What follows belongs to an exercise in optimizing a design on an open flow for small area, a short achievable clock period and few clock cycles per item; a production flow would make more cautious choices. No activity file was given, so power comes from the tool's default toggle rates.

// tfv_frontend
module tfv_frontend (
    input              clk,
    input              rst,             
    input              start,           
    input              clear,           
    input      [7:0]   codec_sel,       
    input      [1:0]   transport_sel,   
    input      [31:0]  buf_len,         
    output             mem_req,
    output     [10:0]  mem_addr,
    input              mem_gnt,
    input      [7:0]   mem_rdata,
    output     [1:0]   state,           
    output     [3:0]   err_code,
    output     [7:0]   err_detail,
    output     [31:0]  err_offset,
    output     [63:0]  err_expected,
    output     [63:0]  err_actual,
    output     [15:0]  crc_result,
    output     [7:0]   rec_count,
    output     [31:0]  rec_size,
    output             dg_valid,
    output     [15:0]  dg_packet_id,
    output     [7:0]   dg_seq_id,
    output     [15:0]  dg_decl_len,
    output     [119:0] dev_id
);
    localparam [1:0] ST_IDLE = 2'd0, ST_BUSY = 2'd1, ST_OK = 2'd2, ST_ERR = 2'd3;
    localparam [3:0] E_INVALID_PARAM = 4'd1, E_TOO_SHORT = 4'd2, E_LENGTH = 4'd3,
                     E_PREAMBLE = 4'd4, E_CHECKSUM = 4'd5, E_MARKER = 4'd6,
                     E_DEVID_LEN = 4'd7, E_CODEC = 4'd8, E_REC_COUNT = 4'd9;
    localparam [2:0] K_NONE  = 3'd0,
                     K_LEN   = 3'd1,    
                     K_PRE   = 3'd2,    
                     K_CODEC = 3'd3,    
                     K_N1    = 3'd4,    
                     K_N2    = 3'd5,    
                     K_IDL   = 3'd6,    
                     K_LAST  = 3'd7;    
    reg [1:0]   st;
    reg         nerr;          
    reg         nok;           
    reg         ndg;           
    reg [7:0]   codec_r;
    reg [1:0]   tr_r;
    reg [11:0]  nx;            
    wire        dg = tr_r[0];
  ...
export LEC_CHECK = 0
export CAP_MARGIN = 20
export CORE_MARGIN = 2
export CORE_UTILIZATION = 40
export SETUP_SLACK_MARGIN = 3.0
export SLEW_MARGIN = 20
create_clock -name core_clock -period 6.0 [get_ports {clk}]
standard.sh (not shown) runs the stock make flow with config.mk's settings and CLKGATE_MAP_FILE= SYNTH_SCRIPT=/design/flow/synth_recipe.tcl, a recipe that flattens the netlist after the stock synthesis.
==> flow/flow/run.sh <==
#!/bin/bash
export BUFFER_PORTS_ARGS="-buffer_cell sky130_fd_sc_hd__buf_1"
bash standard.sh > standard.log 2>&1
The baseline finished clean.
Then changed:
--- a/flow/design.v
+++ b/flow/design.v
@@ -224,51 +224,53 @@
             end else begin
                 off = pbase + 11'd2;
                 act_v = (sub == 2'd1) ? {21'd0, q} : {24'd0, rm};
             end
         end
         default: ;
         endcase
     end
     always @(posedge clk) begin
         dv <= take;
-        dk <= rk;
-        dc <= !dg && (ra >= 11'd11) && !rq_last;
         if (take) begin
             ra <= ra_nx;
+            dk <= rk;
+            dc <= !dg && (ra >= 11'd11) && !rq_last;
             if (dg && pre && ra != 11'd23 && ra != 11'd24)
                 pre <= 1'b0;
             if (rq_last)
                 rq <= 1'b0;
         end
         if (dact && st == ST_BUSY) begin
             rm   <= dfit ? dsub[7:0] : dsh[7:0];
             q    <= {q[9:0], dfit};
             dcnt <= dcnt - 4'd1;
             if (dcnt == 4'd0)
                 dact <= 1'b0;
         end
         if (rst) begin
             st   <= ST_IDLE;
             nerr <= 1'b1;
             nok  <= 1'b1;
             ndg  <= 1'b1;
             rq   <= 1'b0;
+            ra   <= 11'd0;
             code <= 4'd0;
             det  <= 2'd0;
             crc  <= 16'd0;
         end else if (st != ST_BUSY) begin
             if (take_clear) begin
                 st   <= ST_IDLE;
                 nerr <= 1'b1;
                 nok  <= 1'b1;
                 ndg  <= 1'b1;
+                ra   <= 11'd0;
                 code <= 4'd0;
                 det  <= 2'd0;
                 crc  <= 16'd0;
             end else if (take_start) begin
                 st      <= ST_BUSY;
                 nerr    <= 1'b1;
                 nok     <= 1'b1;
                 ndg     <= 1'b1;
                 codec_r <= codec_sel;
                 tr_r    <= transport_sel;
@@ -318,21 +320,21 @@
                 ra        <= off;
                 srn[64:0] <= ~{exp_v, act_v};
             end else if (ep) begin
                 ep2        <= 1'b1;
                 ra         <= nadd[10:0];
                 ra11       <= nadd[11];
                 srn[64:32] <= ~lexp;
             end else if (fin) begin
                 if (!dact) begin
                     if (fe_ok) begin
-                        st <= ST_OK; nok <= 1'b0; ndg <= !dg;
+                        st <= ST_OK; nok <= 1'b0; ndg <= !dg; ra <= 11'd0;
                     end else begin
                         ep <= 1'b1;
                     end
                     code <= fe_code;
                     sub  <= fe_sub;
                     if (fe_code == E_CHECKSUM)
                         kc <= 2'd2;
                     else if (fe_code == E_REC_COUNT && fe_sub == 2'd0)
                         kc <= dg ? 2'd0 : 2'd3;
                 end
@@ -378,21 +380,21 @@
                 end
                 K_LAST: begin
                     cbad <= cb_now;
                     if (n2_bad) begin
                         nm <= 1'b1; rm <= sr[31:24]; dact <= 1'b0;
                     end
                     if (dact && !n2_bad) begin
                         fin <= 1'b1;
                     end else begin
                         if (fe_ok) begin
-                            st <= ST_OK; nok <= 1'b0; ndg <= !dg;
+                            st <= ST_OK; nok <= 1'b0; ndg <= !dg; ra <= 11'd0;
                         end else begin
                             ep <= 1'b1;
                         end
                         code <= fe_code;
                         sub  <= fe_sub;
                         if (fe_code == E_CHECKSUM)
                         kc <= 2'd2;
                     else if (fe_code == E_REC_COUNT && fe_sub == 2'd0)
                         kc <= dg ? 2'd0 : 2'd3;
                     end
@@ -400,21 +402,21 @@
                 default: ;
                 endcase
             end
         end
     end
     assign mem_req      = rq;
     assign mem_addr     = ra;
     assign state        = st;
     assign err_code     = code;
     assign err_detail   = {6'd0, det};
-    assign err_offset   = {21'd0, !nerr ? ra : 11'd0};
+    assign err_offset   = {21'd0, ra};
     assign err_expected = {31'd0, !nerr ? sr[64:32] : 33'd0};
     assign err_actual   = {32'd0, !nerr ? sr[31:0] : 32'd0};
     assign crc_result   = crc;
     assign rec_count    = !nok ? n1 : 8'd0;
     assign rec_size     = !nok ? {21'd0, q} : 32'd0;
     assign dg_valid     = !ndg;
     assign dg_packet_id = !ndg ? sr[143:128] : 16'd0;
     assign dg_seq_id    = !ndg ? sr[127:120] : 8'd0;
     assign dg_decl_len  = !ndg ? {5'd0, nx[10:0]} : 16'd0;
     assign dev_id       = !ndg ? sr[119:0] : 120'd0;
After rerunning: Sequential share of layout area rose by 0.69 points. Utilization fell by 1.1 points. Clock power barely changes. Design area fell by 3.0%. Clock-buffer cell count rose by 6. Power fell by 13%. Die area fell by 1.4%. Global-route usage barely changes.
No functional check of the RTL was part of any run of this note.

## re-timing with driven ports
The results above use ideal ports. As a check the final layouts listed here were re-extracted and re-timed, cells and wires unchanged.
Step 1, drivers: a clkbuf_16 drives clk and a buf_2 each remaining input, both assumed.
Step 2, shift: input delay + t, output delay - t, t = (earliest + latest rising clock arrival at the registers) / 2. This alone moves slack from input paths to output paths.
Three values: ideal ports, drivers, drivers and shift; two values: the first two.
run | shift t [ns] | slack for setup (ns) | latest minus earliest clock arrival (ns)
the first run | 0.647 | 2.996 / 2.936 / 2.433 | 0.025 / 0.025
the second run | 0.651 | 2.929 / 2.921 / 2.474 | 0.028 / 0.027
After both steps every run listed still meets setup and hold. The setup slack of the first run, which loses most, moves by -0.060 ns with the drivers and by -0.563 ns with both steps.
